Source: an optimization exercise on an open RTL-to-GDS flow (aim: small area). Production flows keep margins and buffers that such runs may drop. In this exercise RTL edits were held to simulation tests only and were not proved equivalent to the original. Power figures rest on the tool's default switching activity, not on a simulated workload. No driver is modelled on the clock port, so clocking that relies on it looks cheaper here than on a real chip.

==> willow <==
// usart_fifo_core
module usart_fifo_core #(
    parameter N_CH  = 5,
    parameter C     = 16
) (
    input  wire              clk,
    input  wire              rst,
    input  wire              cmd_valid,
    output wire              cmd_ready,
    input  wire [15:0]       cmd_data,
    output reg               rsp_valid,
    output wire [15:0]       rsp_data,
    output wire [N_CH-1:0]   tx_start,
    output wire [8*N_CH-1:0] tx_data,
    input  wire [N_CH-1:0]   tx_done,
    input  wire [N_CH-1:0]   rx_valid,
    input  wire [8*N_CH-1:0] rx_byte,
    output reg  [N_CH-1:0]   rx_overrun,
    output reg               cmd_fault
);
clock: 10.0 ns
lec_check: 0
cap_margin: 20
core_margin: 2
core_utilization: 50
cts_buf_list: sky130_fd_sc_hd__clkbuf_16
cts_cluster_diameter: 100
cts_cluster_size: 28
slew_margin: 20
synth_hierarchical: 1
synth_minimum_keep_size: 0
standard.sh (not shown) runs the stock make flow with config.mk's settings and CLKGATE_MAP_FILE= SYNTH_SCRIPT=/design/flow/synth_recipe.tcl, a recipe that flattens the netlist after the stock synthesis.
==> flow/flow/run.sh <==
#!/bin/bash
# Own layout flow: the standard layout (standard.sh), with clock tree
# synthesis told not to add dummy loads. Everything else is the standard flow.
set -euo pipefail
export CTS_ARGS="-sink_clustering_enable -repair_clock_nets -dont_use_dummy_load -sink_clustering_size 28 -sink_clustering_max_diameter 100 -buf_list sky130_fd_sc_hd__clkbuf_16"
bash standard.sh > standard_make.log 2>&1
==> inputs of yarrow, as changes to willow <==
--- a/flow/design.v
+++ b/flow/design.v
@@ -1,132 +1,70 @@
 module sync_fifo #(
     parameter NB  = 10,    
     parameter C   = 16
 ) (
     input  wire          clk,
     input  wire          rst,
     input  wire [NB-1:0] sel,        
-    input  wire          push,       
+    input  wire          push,
     input  wire [7:0]    push_data,
-    input  wire          pop,        
+    input  wire          pop,
     output wire [7:0]    pop_data,   
     output wire [4:0]    occ,        
     output wire          full,
     output wire          empty
 );
-    localparam NR = NB * C;           
-    reg [7:0] mem   [0:NR-1];
+    reg [7:0] mem   [0:NB*C-1];
     reg [3:0] tail  [0:NB-1];
     reg [4:0] count [0:NB-1];
     reg [3:0] s_tail;
     reg [4:0] s_count;
-    integer f;
+    integer f, r;
     always @(*) begin
         s_tail  = 4'd0;
         s_count = 5'd0;
         for (f = 0; f < NB; f = f + 1) begin
             s_tail  = s_tail  | ({4{sel[f]}} & tail[f]);
             s_count = s_count | ({5{sel[f]}} & count[f]);
         end
     end
     assign occ   = s_count;
     assign full  = s_count[4];
     assign empty = (s_count == 5'd0);
-    wire [3:0] s_head  = s_tail + s_count[3:0];
+    wire [3:0] s_head = s_tail + s_count[3:0];
     wire       do_push = push && !s_count[4];    
-    wire [NB-1:0] sel_n = ~sel;
-    wire [C-1:0]  tdec_n, hdec_n;
-    wire [NR-1:0] rsel, we;
-    genvar gf, gr, gg, gb;
-    generate
-        for (gr = 0; gr < C; gr = gr + 1) begin : dec
-            assign tdec_n[gr] = !(s_tail == gr);
-            assign hdec_n[gr] = !(do_push && s_head == gr);
-        end
-        for (gf = 0; gf < NB; gf = gf + 1) begin : rs_f
-            for (gr = 0; gr < C; gr = gr + 1) begin : rs_r
-                nor2g u_rsel (.a(sel_n[gf]), .b(tdec_n[gr]), .y(rsel[gf*C + gr]));
-                nor2g u_we   (.a(sel_n[gf]), .b(hdec_n[gr]), .y(we[gf*C + gr]));
-            end
-        end
-    endgenerate
-    integer i;
+    reg [7:0] rd;
+    always @(*) begin
+        rd = 8'h00;
+        for (f = 0; f < NB; f = f + 1)
+            for (r = 0; r < C; r = r + 1)
+                rd = rd | ({8{sel[f] && s_tail == r}} & mem[f*C + r]);
+    end
+    assign pop_data = rd;
     always @(posedge clk) begin
-        for (i = 0; i < NR; i = i + 1)
-            if (we[i])
-                mem[i] <= push_data;
+        for (f = 0; f < NB; f = f + 1)
+            for (r = 0; r < C; r = r + 1)
+                if (do_push && sel[f] && s_head == r)
+                    mem[f*C + r] <= push_data;
     end
-    localparam NG3 = NR / 3;          
-    localparam REM = NR % 3;
-    localparam NG  = NG3 + (REM != 0);
-    wire [8*NG-1:0] grp_n;            
-    generate
-        for (gg = 0; gg < NG3; gg = gg + 1) begin : grp
-            for (gb = 0; gb < 8; gb = gb + 1) begin : bt
-                aoi222 u_aoi (
-                    .a0(rsel[3*gg]),     .b0(mem[3*gg][gb]),
-                    .a1(rsel[3*gg + 1]), .b1(mem[3*gg + 1][gb]),
-                    .a2(rsel[3*gg + 2]), .b2(mem[3*gg + 2][gb]),
-                    .y(grp_n[gb*NG + gg]));
-            end
-        end
-        if (REM == 1) begin : last1
-            for (gb = 0; gb < 8; gb = gb + 1) begin : bt
-                nand2g u_nand (.a(rsel[NR-1]), .b(mem[NR-1][gb]), .y(grp_n[gb*NG + NG3]));
-            end
-        end
-        if (REM == 2) begin : last2
-            for (gb = 0; gb < 8; gb = gb + 1) begin : bt
-                aoi22g u_aoi (.a0(rsel[NR-2]), .b0(mem[NR-2][gb]),
-                              .a1(rsel[NR-1]), .b1(mem[NR-1][gb]), .y(grp_n[gb*NG + NG3]));
-            end
-        end
-        for (gb = 0; gb < 8; gb = gb + 1) begin : orr
-            assign pop_data[gb] = ~&grp_n[gb*NG +: NG];
-        end
-    endgenerate
     wire [4:0] n_count = do_push ? s_count + 1'b1 : s_count - 1'b1;
     wire [3:0] n_tail  = s_tail + 1'b1;
     always @(posedge clk) begin
         for (f = 0; f < NB; f = f + 1) begin
             if (rst) begin
                 tail[f]  <= 4'd0;
                 count[f] <= 5'd0;
             end else if (sel[f]) begin
                 if (do_push || pop) count[f] <= n_count;
-                if (pop)            tail[f]  <= n_tail;
+                if (pop)         tail[f]  <= n_tail;
             end
         end
     end
 endmodule
-module aoi222 (
-    input  wire a0, b0, a1, b1, a2, b2,
-    output wire y
-);
-    assign y = ~((a0 & b0) | (a1 & b1) | (a2 & b2));
-endmodule
-module nor2g (
-    input  wire a, b,
-    output wire y
-);
-    assign y = ~(a | b);
-endmodule
-module nand2g (
-    input  wire a, b,
-    output wire y
-);
-    assign y = ~(a & b);
-endmodule
-module aoi22g (
-    input  wire a0, b0, a1, b1,
-    output wire y
-);
-    assign y = ~((a0 & b0) | (a1 & b1));
-endmodule
 module interrupt_arbiter #(
     parameter N_CH = 5
 ) (
     input  wire [N_CH-1:0] rx_pending,
     input  wire [N_CH-1:0] tx_pending,
     output wire            any,
     output reg  [2:0]      ch,
     output reg             is_tx
@@ -178,46 +116,45 @@
     reg       h_full;     
     reg       ie;
     reg [2:0] istate;
     reg [2:0] i_ch;
     reg [N_CH-1:0] txe;
     reg [N_CH-1:0] tx_pending;
     reg [N_CH-1:0] rx_pending;
     reg [7:0]      rx_data_q [0:N_CH-1];
-    reg        f_pop;
-    reg [7:0]  o_byte;
+    reg        dpop;      
     reg        dtx;       
     reg [2:0]  rsp_err;
     reg        rsp_dat;   
     wire in_handler = (istate != I_IDLE);
     wire h_ch_bad   = (h_ch >= N_CH);
     wire       s_dir = in_handler ? (istate == I_G1) : h_dir;
     wire [2:0] s_ch  = in_handler ? i_ch : h_ch;
     wire [2*N_CH-1:0] s_sel;
     genvar g;
     generate
         for (g = 0; g < N_CH; g = g + 1) begin : sel
             assign s_sel[g]        = !s_dir && s_ch == g;
             assign s_sel[N_CH + g] =  s_dir && s_ch == g;
-            assign tx_data[8*g +: 8] = o_byte & {8{tx_start[g]}};    
+            assign tx_data[8*g +: 8] = s_rdata;
             assign tx_start[g] = dtx && s_ch == g;
         end
     endgenerate
     wire [7:0] s_rdata;
     wire [4:0] s_occ;
     wire       s_full, s_empty;
     reg        f_push;
     reg [7:0]  f_wdata;
     sync_fifo #(.NB(2 * N_CH), .C(C)) u_buf (
         .clk(clk), .rst(rst), .sel(s_sel),
-        .push(f_push), .push_data(f_wdata), .pop(f_pop),
+        .push(f_push), .push_data(f_wdata), .pop(dpop),
         .pop_data(s_rdata), .occ(s_occ), .full(s_full), .empty(s_empty)
     );
-    assign rsp_data = {5'b0, rsp_err, rsp_dat ? o_byte : 8'h00};
+    assign rsp_data = {5'b0, rsp_err, rsp_dat ? s_rdata : 8'h00};
     wire       any_req;
     wire [2:0] req_ch;
     wire       req_tx;
     interrupt_arbiter #(.N_CH(N_CH)) u_arb (
         .rx_pending(rx_pending), .tx_pending(tx_pending),
         .any(any_req), .ch(req_ch), .is_tx(req_tx)
     );
     wire grant   = ie && !in_handler && any_req;
@@ -225,29 +162,23 @@
     assign cmd_ready = host_go && !cmd_fault && (hstate == H_IDLE || hstate == H_PAYLOAD);
     wire cmd_fire = cmd_valid && cmd_ready;
     wire pay_ok   = (cmd_data[15:8] == 8'h00);
     wire [7:0] txe_v = {{(8-N_CH){1'b0}}, txe};
     wire       h_txe = txe_v[h_ch];
     wire no_room = ({1'b0, h_arg} + {4'b0, s_occ}) > C;
     always @(*) begin
         f_push  = 1'b0;
-        f_pop   = 1'b0;
         f_wdata = h_arg;
         if (in_handler) begin
             f_wdata = rx_data_q[i_ch];
             f_push  = (istate == I_G1);
-            f_pop   = (istate == I_P3);
         end else if (host_go) begin
             if (hstate == H_PUSH)
                 f_push = !h_ch_bad;
-            if (hstate == H_POP)
-                f_pop = !h_ch_bad && !s_empty;
-            if (hstate == H_P3)
-                f_pop = 1'b1;
             if (hstate == H_PAYLOAD) begin
                 f_wdata = cmd_data[7:0];
                 f_push  = cmd_fire && pay_ok && !h_ch_bad && !h_full;
             end
         end
     end
     reg        hd_legal;
     reg [3:0]  hd_state;
@@ -275,31 +206,34 @@
             ie         <= 1'b0;
             istate     <= I_IDLE;
             txe        <= {N_CH{1'b1}};
             tx_pending <= {N_CH{1'b0}};
             rx_pending <= {N_CH{1'b0}};
             rx_overrun <= {N_CH{1'b0}};
             cmd_fault  <= 1'b0;
             rsp_valid  <= 1'b0;
+            dpop       <= 1'b0;
             dtx        <= 1'b0;
         end else begin
             rsp_valid <= 1'b0;
+            dpop      <= 1'b0;
             dtx       <= 1'b0;
             if (in_handler) begin
                 case (istate)
                     I_G1: begin
                         rx_pending[i_ch] <= 1'b0;
                         istate <= I_G2;
                     end
                     I_G2: istate <= I_G3;
                     I_P1: istate <= txe_v[i_ch] ? I_P2 : I_T4;
                     I_P2: istate <= s_empty ? I_T4 : I_P3;
                     I_P3: begin
                         txe[i_ch] <= 1'b0;
+                        dpop   <= 1'b1;
                         dtx    <= 1'b1;
                         istate <= I_T4;
                     end
                     default: istate <= I_IDLE;       
                 endcase
             end else if (grant) begin
                 i_ch <= req_ch;
                 if (req_tx) begin
@@ -328,16 +262,17 @@
                         rsp_valid <= 1'b1;
                         rsp_dat   <= 1'b0;
                         rsp_err   <= h_ch_bad ? E_INVALID_CH : s_full ? E_FULL : E_NONE;
                     end
                     H_POP: begin
                         hstate    <= H_IDLE;
                         rsp_valid <= 1'b1;
                         rsp_dat   <= !h_ch_bad && !s_empty;
+                        dpop      <= !h_ch_bad && !s_empty;
                         rsp_err   <= h_ch_bad ? E_INVALID_CH : s_empty ? E_EMPTY : E_NONE;
                     end
                     H_IE: begin
                         hstate    <= H_IDLE;
                         ie        <= h_dir;
                         rsp_valid <= 1'b1;
                         rsp_dat   <= 1'b0;
                         rsp_err   <= E_NONE;
@@ -404,16 +339,17 @@
                             rsp_valid <= 1'b1;
                             rsp_err   <= h_pump ? E_EMPTY : E_NONE;
                         end else begin
                             hstate <= H_P3;
                         end
                     end
                     H_P3: begin
                         txe[h_ch] <= 1'b0;
+                        dpop      <= 1'b1;
                         dtx       <= 1'b1;
                         rsp_valid <= 1'b1;
                         rsp_err   <= E_NONE;
                         hstate    <= H_IDLE;
                     end
                     default: hstate <= H_IDLE;
                 endcase
             end
@@ -425,16 +361,14 @@
                 if (rx_valid[c]) begin
                     if (rx_pending[c] && !(istate == I_G1 && i_ch == c))
                         rx_overrun[c] <= 1'b1;
                     rx_pending[c] <= 1'b1;
                 end
             end
         end
     end
-    always @(posedge clk)
-        o_byte <= s_rdata;
     always @(posedge clk) begin
         for (c = 0; c < N_CH; c = c + 1)
             if (rx_valid[c])
                 rx_data_q[c] <= rx_byte[8*c +: 8];
     end
 endmodule
==> flow/run.sh (new file) <==
#!/bin/bash
# synth_recipe.tcl (not shown) runs the flow's synth.tcl, then flattens the netlist and writes it again
# the make line also repeats each setting of config.mk as NAME=value (left out here)
make -C /OpenROAD-flow-scripts/flow DESIGN_CONFIG=/design/flow/config.mk WORK_HOME=/design/flow/orfs CLKGATE_MAP_FILE= SYNTH_SCRIPT=/design/flow/synth_recipe.tcl finish
- CORE_UTILIZATION: 50 -> 40
- CTS_BUF_LIST: sky130_fd_sc_hd__clkbuf_16 -> default
- CTS_CLUSTER_DIAMETER: 100 -> default
- CTS_CLUSTER_SIZE: 28 -> default
- SYNTH_HIERARCHICAL: 1 -> default
- SYNTH_MINIMUM_KEEP_SIZE: 0 -> default
removed: flow/flow/run.sh
removed: flow/standard.sh
==> inputs of onyx, as changes to willow <==
--- a/flow/design.v
+++ b/flow/design.v
@@ -9,16 +9,17 @@
     input  wire [7:0]    push_data,
     input  wire          pop,        
     output wire [7:0]    pop_data,   
     output wire [4:0]    occ,        
     output wire          full,
     output wire          empty
 );
     localparam NR = NB * C;           
+    localparam NG = (NR + 2) / 3;     
     reg [7:0] mem   [0:NR-1];
     reg [3:0] tail  [0:NB-1];
     reg [4:0] count [0:NB-1];
     reg [3:0] s_tail;
     reg [4:0] s_count;
     integer f;
     always @(*) begin
         s_tail  = 4'd0;
@@ -50,39 +51,34 @@
         end
     endgenerate
     integer i;
     always @(posedge clk) begin
         for (i = 0; i < NR; i = i + 1)
             if (we[i])
                 mem[i] <= push_data;
     end
-    localparam NG3 = NR / 3;          
-    localparam REM = NR % 3;
-    localparam NG  = NG3 + (REM != 0);
-    wire [8*NG-1:0] grp_n;            
+    wire [3*NG-1:0]   rsel_p = {{(3*NG-NR){1'b0}}, rsel};
+    wire [8*3*NG-1:0] mem_f;
+    wire [8*NG-1:0]   grp_n;           
     generate
-        for (gg = 0; gg < NG3; gg = gg + 1) begin : grp
-            for (gb = 0; gb < 8; gb = gb + 1) begin : bt
-                aoi222 u_aoi (
-                    .a0(rsel[3*gg]),     .b0(mem[3*gg][gb]),
-                    .a1(rsel[3*gg + 1]), .b1(mem[3*gg + 1][gb]),
-                    .a2(rsel[3*gg + 2]), .b2(mem[3*gg + 2][gb]),
-                    .y(grp_n[gb*NG + gg]));
-            end
-        end
-        if (REM == 1) begin : last1
-            for (gb = 0; gb < 8; gb = gb + 1) begin : bt
-                nand2g u_nand (.a(rsel[NR-1]), .b(mem[NR-1][gb]), .y(grp_n[gb*NG + NG3]));
+        for (gr = 0; gr < 3*NG; gr = gr + 1) begin : mf
+            if (gr < NR) begin : u
+                assign mem_f[8*gr +: 8] = mem[gr];
+            end else begin : z
+                assign mem_f[8*gr +: 8] = 8'h00;
             end
         end
-        if (REM == 2) begin : last2
+        for (gg = 0; gg < NG; gg = gg + 1) begin : grp
             for (gb = 0; gb < 8; gb = gb + 1) begin : bt
-                aoi22g u_aoi (.a0(rsel[NR-2]), .b0(mem[NR-2][gb]),
-                              .a1(rsel[NR-1]), .b1(mem[NR-1][gb]), .y(grp_n[gb*NG + NG3]));
+                aoi222 u_aoi (
+                    .a0(rsel_p[3*gg]),     .b0(mem_f[8*(3*gg) + gb]),
+                    .a1(rsel_p[3*gg + 1]), .b1(mem_f[8*(3*gg + 1) + gb]),
+                    .a2(rsel_p[3*gg + 2]), .b2(mem_f[8*(3*gg + 2) + gb]),
+                    .y(grp_n[gb*NG + gg]));
             end
         end
         for (gb = 0; gb < 8; gb = gb + 1) begin : orr
             assign pop_data[gb] = ~&grp_n[gb*NG +: NG];
         end
     endgenerate
     wire [4:0] n_count = do_push ? s_count + 1'b1 : s_count - 1'b1;
     wire [3:0] n_tail  = s_tail + 1'b1;
@@ -105,28 +101,16 @@
     assign y = ~((a0 & b0) | (a1 & b1) | (a2 & b2));
 endmodule
 module nor2g (
     input  wire a, b,
     output wire y
 );
     assign y = ~(a | b);
 endmodule
-module nand2g (
-    input  wire a, b,
-    output wire y
-);
-    assign y = ~(a & b);
-endmodule
-module aoi22g (
-    input  wire a0, b0, a1, b1,
-    output wire y
-);
-    assign y = ~((a0 & b0) | (a1 & b1));
-endmodule
 module interrupt_arbiter #(
     parameter N_CH = 5
 ) (
     input  wire [N_CH-1:0] rx_pending,
     input  wire [N_CH-1:0] tx_pending,
     output wire            any,
     output reg  [2:0]      ch,
     output reg             is_tx
@@ -193,17 +177,17 @@
     wire       s_dir = in_handler ? (istate == I_G1) : h_dir;
     wire [2:0] s_ch  = in_handler ? i_ch : h_ch;
     wire [2*N_CH-1:0] s_sel;
     genvar g;
     generate
         for (g = 0; g < N_CH; g = g + 1) begin : sel
             assign s_sel[g]        = !s_dir && s_ch == g;
             assign s_sel[N_CH + g] =  s_dir && s_ch == g;
-            assign tx_data[8*g +: 8] = o_byte & {8{tx_start[g]}};    
+            assign tx_data[8*g +: 8] = o_byte;
             assign tx_start[g] = dtx && s_ch == g;
         end
     endgenerate
     wire [7:0] s_rdata;
     wire [4:0] s_occ;
     wire       s_full, s_empty;
     reg        f_push;
     reg [7:0]  f_wdata;
==> flow/run.sh (new file) <==
#!/bin/bash
# synth_recipe.tcl (not shown) runs the flow's synth.tcl, then flattens the netlist and writes it again
# the make line also repeats each setting of config.mk as NAME=value (left out here)
make -C /OpenROAD-flow-scripts/flow DESIGN_CONFIG=/design/flow/config.mk WORK_HOME=/design/flow/orfs CLKGATE_MAP_FILE= SYNTH_SCRIPT=/design/flow/synth_recipe.tcl finish
- CORE_UTILIZATION: 50 -> 40
- CTS_BUF_LIST: sky130_fd_sc_hd__clkbuf_16 -> default
- CTS_CLUSTER_DIAMETER: 100 -> default
- CTS_CLUSTER_SIZE: 28 -> default
removed: flow/flow/run.sh
removed: flow/standard.sh
==> inputs of raven, as changes to willow <==
==> flow/flow/run.sh (replaced) <==
#!/bin/bash
# Own layout flow: the standard layout (standard.sh), with clock tree
# synthesis told not to add dummy loads, and ports buffered with
# the smallest buffer. Everything else is the standard flow.
set -euo pipefail
export CTS_ARGS="-sink_clustering_enable -repair_clock_nets -dont_use_dummy_load -sink_clustering_size 28 -sink_clustering_max_diameter 100 -buf_list sky130_fd_sc_hd__clkbuf_16"
export BUFFER_PORTS_ARGS="-buffer_cell sky130_fd_sc_hd__buf_1"
bash standard.sh > standard_make.log 2>&1
- CORE_UTILIZATION: 50 -> 60
==> summary of the runs <==
onyx finished with timing, DRC and antenna clean. raven ran to the end with no violations. willow ran to the end with no violations. yarrow produced a layout that fails on negative setup slack.
Between yarrow and willow, the lower critical path depth is in yarrow (gap 2).
In sequential power, willow and raven hardly differ.
In raven the die area is smaller than in willow, by about 16%.
Count of clock-buffer cells in the layout, highest first: yarrow, onyx, willow, raven.
Clock skew: willow > raven > yarrow > onyx.
Via count: yarrow > onyx > raven > willow.
Synthesized cell count is the same in raven and willow.
Of willow and raven, willow has the higher non-clock buffer count (gap 3).
Wire length: onyx is lower than yarrow (51%).
==> figures <==
Outcome: raven timing/DRC/antenna clean; willow timing/DRC/antenna clean; yarrow failed layout checks; onyx timing/DRC/antenna clean
Layout check failures: raven -; willow -; yarrow negative setup slack; onyx -
Num CTS Buffers: raven 58; willow 60; yarrow 158; onyx 147
Setup WS pre-CTS: raven 2.50 ns; willow 2.73 ns; yarrow 0.792 ns; onyx 2.61 ns
Count of buffering cells on the critical path with inverters included: raven 2; willow 2; yarrow 5; onyx 2
Total number of vias: raven 35.0k; willow 34.8k; yarrow 50.3k; onyx 35.1k
Total Die Area: raven 94600 µm²; willow 113000 µm²; yarrow 156000 µm²; onyx 141000 µm²
Post-cts gate resize count: raven 0; willow 0; yarrow 1; onyx 0
Worst Slack Setup Final: raven 2.74 ns; willow 3.26 ns; yarrow -0.0129 ns; onyx 3.06 ns
Highest routed layer: raven met4; willow met5; yarrow met5; onyx met5
Post-place instance area: raven 57600 µm²; willow 58800 µm²; yarrow 66100 µm²; onyx 59100 µm²
Clk latency of the worst-skew pair: raven 0.71 ns; willow 0.74 ns; yarrow 0.86 ns; onyx 0.78 ns
Clock network share of area: raven 2.46%; willow 2.49%; yarrow 7.29%; onyx 7.91%
Depth of the critical timing path with buffers and inverters included: raven 16; willow 16; yarrow 14; onyx 16
Final Wtd Congestion: raven 0.947; willow 0.943; yarrow 1.10; onyx 0.935
Crit Path Max Fanout: raven 15; willow 15; yarrow 26; onyx 13
Htree depth: raven 2; willow 2; yarrow 4; onyx 4
Filler Cells Inserted: raven 6510; willow 8593; yarrow 13.4k; onyx 11.8k
Start of the worst register-to-register path: raven istate[0]$_SDFFE_PP0P_; willow istate[0]$_SDFFE_PP0P_; yarrow i_ch[2]$_DFFE_PP_; onyx istate[0]$_SDFFE_PP0P_
Count of different cell masters after synthesis: raven 84; willow 84; yarrow 101; onyx 92

## re-timing with driven ports
The flow's constraints put no driver on any port. The routed layouts listed below were extracted and timed again, unchanged, in two steps. Step 1 assumes that a clkbuf_16 drives the clock port and a buf_2 every other input. Step 2 adds t to the input delays and takes it off the output delays; t is the mean of the earliest and latest rising clock arrival at the registers after step 1. Input paths then give back, and output paths get back, about the clock's delay inside the block. Three values: ideal ports, drivers, drivers and shift; two values: the first two.
| run | t (ns) | setup slack, ns | worst hold slack (ns) | worst setup path at the end | latest minus earliest clock arrival (ns) |
|---|---|---|---|---|---|
| willow | 0.759 | 3.265 / 3.265 / 2.842 | 0.463 / 0.463 / 0.463 | input to register | 0.112 / 0.112 |
| yarrow | 0.914 | -0.013 / -0.098 / 0.816 | 0.463 / 0.463 / 0.463 | register to output | 0.064 / 0.064 |
| onyx | 0.837 | 3.065 / 3.065 / 2.297 | 0.453 / 0.453 / 0.453 | input to register | 0.034 / 0.034 |
| raven | 0.738 | 2.737 / 2.737 / 2.737 | 0.463 / 0.463 / 0.463 | register to register | 0.085 / 0.084 |
For onyx, which loses most, drivers alone change the setup slack by 0.000 ns; drivers and shift together by -0.768 ns.
